Background: an optimization exercise with open tools, aiming at a short achievable clock period and few clock cycles per item. Do not read the settings as production practice.
RTL that was checked went through simulation tests only; none was proved equivalent to the original.
Power is estimated from default activity; no workload was simulated.

run A:
Design consolls_core, start of the top module:
module consolls_core (
    input  wire        clk,
    input  wire        rst,
    input  wire        step_valid,
    output wire        step_ready,
    output wire        done,
    output reg         halted,
    output reg  [2:0]  cause,
    output reg  [15:0] fault_ip,
    output reg  [15:0] info,
    output reg  [2:0]  info_n,
    output reg         mem_req,
    output reg         mem_we,
    output reg  [15:0] mem_addr,
    output reg  [7:0]  mem_wdata,
    input  wire        mem_ready,
    input  wire [7:0]  mem_rdata
);
    localparam [2:0] C_NONE  = 3'd0,
                     C_OOB   = 3'd1,
                     C_INVOP = 3'd2,
                     C_DIV0  = 3'd3,
                     C_SHIFT = 3'd4;
    localparam integer J_R0  = 0,  J_R1  = 1,  J_T   = 2,
                       J_F1L = 3,  J_F1H = 4,  J_F2L = 5,  J_F2H = 6,
                       J_F3L = 7,  J_F3H = 8,
                       J_XL  = 9,  J_XH  = 10, J_YL  = 11, J_YH  = 12,
                       J_PL  = 13, J_PH  = 14,
                       J_WIL = 15, J_WIH = 16, J_WRL = 17, J_WRH = 18;
    localparam integer NJ = 19;
    reg st_idle, st_run, st_done;
    reg clr;               
    assign step_ready = st_idle;
    assign done       = st_done;
    reg [NJ-1:0] iss;      
    reg [14:0]   vld;      
    reg [NJ-1:0] rone;     
    reg [14:0]   pone;     
    reg          pfwd;     
    reg          psel;     
    reg [15:0] ip;
    reg [7:0]  tag;
    reg [15:0] f1, f2, f3;
    reg [15:0] x, y, p;
    reg [15:0] fa;         
    reg clsv;
    reg d_bad, d_wide, d_w3, d_w5, d_w7;
    reg d_bin, d_add, d_sub, d_mul, d_div, d_and, d_or, d_xor;
    reg d_not, d_lsh, d_rsh, d_jumpv, d_jump, d_cjump, d_cmp, d_setv;
    reg d_copy, d_get, d_set, d_nop;
    reg [2:0] d_width;
    wire [7:0] tb = mem_rdata;
    always @(posedge clk) begin
        if (pone[J_T]) begin
            d_bad   <= !((tb >= 8'h01) && (tb <= 8'h20));
  ...
Size: ~4,000 cells after synthesis, roughly 380 flip-flops, roughly 79 I/O pins, ~32,000 um2 of cells after synthesis.
==> flow/config.mk <==
export PLATFORM = sky130hd
export DESIGN_NAME = consolls_core
export DESIGN_NICKNAME = consolls_core
export VERILOG_FILES = /design/flow/design.v
export SDC_FILE = /design/flow/constraint.sdc
export NUM_CORES = 4
export LEC_CHECK = 0
export CAP_MARGIN = 20
export CORE_MARGIN = 2
export CORE_UTILIZATION = 52
export SLEW_MARGIN = 20
==> flow/constraint.sdc <==
create_clock -name core_clock -period 28.0 [get_ports {clk}]
set_input_delay 5.6000 -clock core_clock [delete_from_list [all_inputs] [get_ports {clk}]]
set_output_delay 5.6000 -clock core_clock [all_outputs]
set_load 0.01 [all_outputs]
standard.sh (not shown) runs the stock make flow with config.mk's settings and CLKGATE_MAP_FILE= SYNTH_SCRIPT=/design/flow/synth_recipe.tcl, a recipe that flattens the netlist after the stock synthesis.
==> flow/flow/run.sh <==
#!/bin/bash
set -euo pipefail
bash standard.sh SETUP_SLACK_MARGIN=23 finish > standard_flow.log 2>&1
The inputs of run B differ from those of run A as listed below.
--- a/flow/design.v
+++ b/flow/design.v
@@ -251,37 +251,41 @@
                     else if (c_f[k]) begin
                         dec_fail = 1'b1; d_cause = c_c[k];
                         d_info = c_i[k]; d_n = c_n[k];
                     end
                 end
             end
             dec_ok = !stop && !dec_fail;
         end
     end
     reg        dv_busy, dv_done;
-    reg [3:0]  dv_cnt;
+    reg [2:0]  dv_cnt;
     reg [15:0] dv_q;       
     reg [15:0] dv_r;       
-    reg [17:0] dv_d3;      
-    wire [17:0] dv_R  = {dv_r, dv_q[15:14]};
-    wire [18:0] dv_t1 = {1'b0, dv_R} - {3'b0, y};
-    wire [18:0] dv_t2 = {1'b0, dv_R} - {2'b0, y, 1'b0};
-    wire [18:0] dv_t3 = {1'b0, dv_R} - {1'b0, dv_d3};
-    reg  [1:0]  dv_qd;
+    reg [19:0] dv_m [1:15];
+    wire [19:0] dv_R = {dv_r, dv_q[15:12]};
+    reg  [3:0]  dv_qd;
     reg  [15:0] dr_n;
+    reg  [20:0] dv_t;
+    integer m;
     always @(*) begin
-        if (!dv_t3[18])      begin dv_qd = 2'd3; dr_n = dv_t3[15:0]; end
-        else if (!dv_t2[18]) begin dv_qd = 2'd2; dr_n = dv_t2[15:0]; end
-        else if (!dv_t1[18]) begin dv_qd = 2'd1; dr_n = dv_t1[15:0]; end
-        else                 begin dv_qd = 2'd0; dr_n = dv_R[15:0];  end
+        dv_qd = 4'd0;
+        dr_n  = dv_R[15:0];
+        for (m = 1; m < 16; m = m + 1) begin
+            dv_t = {1'b0, dv_R} - {1'b0, dv_m[m]};
+            if (!dv_t[20]) begin
+                dv_qd = m[3:0];
+                dr_n  = dv_t[15:0];
+            end
+        end
     end
-    wire [15:0] dq_n = {dv_q[13:0], dv_qd};
+    wire [15:0] dq_n = {dv_q[11:0], dv_qd};
     reg [15:0] prod;
     reg        prodv;
     always @(posedge clk) begin
         prod  <= x * y;
         prodv <= xall & yall & ~clr;
     end
     wire [15:0] shl = x << f2[3:0];
     wire [15:0] shr = x >> f2[3:0];
     wire        x_lt_y = x < y;
     wire        x_eq_y = x == y;
@@ -507,26 +511,27 @@
             if (pone[J_F3H]) f3[15:8] <= rbyte;
             if (pone[J_XL])  x[7:0]   <= rbyte;
             if (pone[J_XH])  x[15:8]  <= rbyte;
             if (pone[J_YL])  y[7:0]   <= rbyte;
             if (pone[J_YH])  y[15:8]  <= rbyte;
             if (pone[J_PL])  p[7:0]   <= rbyte;
             if (pone[J_PH])  p[15:8]  <= rbyte;
             if (st_run && d_div && clsv && xall && yall && !dv_busy && !dv_done &&
                 y != 16'd0) begin
                 dv_busy <= 1'b1;
-                dv_cnt  <= d_wide ? 4'd8 : 4'd4;
+                dv_cnt  <= d_wide ? 3'd4 : 3'd2;
                 dv_q    <= d_wide ? x : {x[7:0], 8'd0};
                 dv_r    <= 16'd0;
-                dv_d3   <= {2'b0, y} + {1'b0, y, 1'b0};
+                for (m = 1; m < 16; m = m + 1)
+                    dv_m[m] <= y * m[3:0];
             end else if (dv_busy) begin
                 dv_q   <= dq_n;
                 dv_r   <= dr_n;
-                dv_cnt <= dv_cnt - 4'd1;
-                if (dv_cnt == 4'd1) begin
+                dv_cnt <= dv_cnt - 3'd1;
+                if (dv_cnt == 3'd1) begin
                     dv_busy <= 1'b0;
                     dv_done <= 1'b1;
                 end
             end
         end
     end
 endmodule
==> run summary <==
Comparing the two runs side by side, run B comes out behind run A on register-to-register slack. Fraction of synthesized cell area in xor and xnor cells, run B and run A, higher one = run B. For the worst hold path depth, run B came in 1 lower than run A did. Compared with run A, run B shows fraction of power consumed by combinational cells lower by 2.6 points. Relative to run A, synthesis-to-finish area growth has decreased by 4.6 points in run B. Run B ended with less non-clock buffer area fraction after layout than run A. Between run B and run A, it is run B whose total power is higher, by 0.00048 W.
Testbench counts of run B, summed over its fixed seeds: cycles 176,422, steps 9,600.
The RTL of run A was laid out without a check of its function.

## port drivers added, routing unchanged
The results above use ideal ports. As a check the final layouts listed here were re-extracted and re-timed, cells and wires unchanged. Step 1, drivers: a clkbuf_16 drives clk and a buf_2 each remaining input, both assumed. Step 2 times the ports against the registers' clock, not the clock port: input delays grow and output delays shrink by t, the midpoint of the rising clock arrivals with the driver on. a / b / c = ideal / step 1 / step 2; a / b = the first two.
run	t, ns	slack for setup (ns)	worst data-port slew with drivers (ns)
run A	0.681	21.242 / 21.172 / 20.900	0.17
run B	0.777	21.165 / 21.085 / 20.973	0.09
After both steps every run listed still meets setup and hold. The setup slack of run A, which loses most, moves by -0.070 ns with the drivers and by -0.342 ns with both steps.
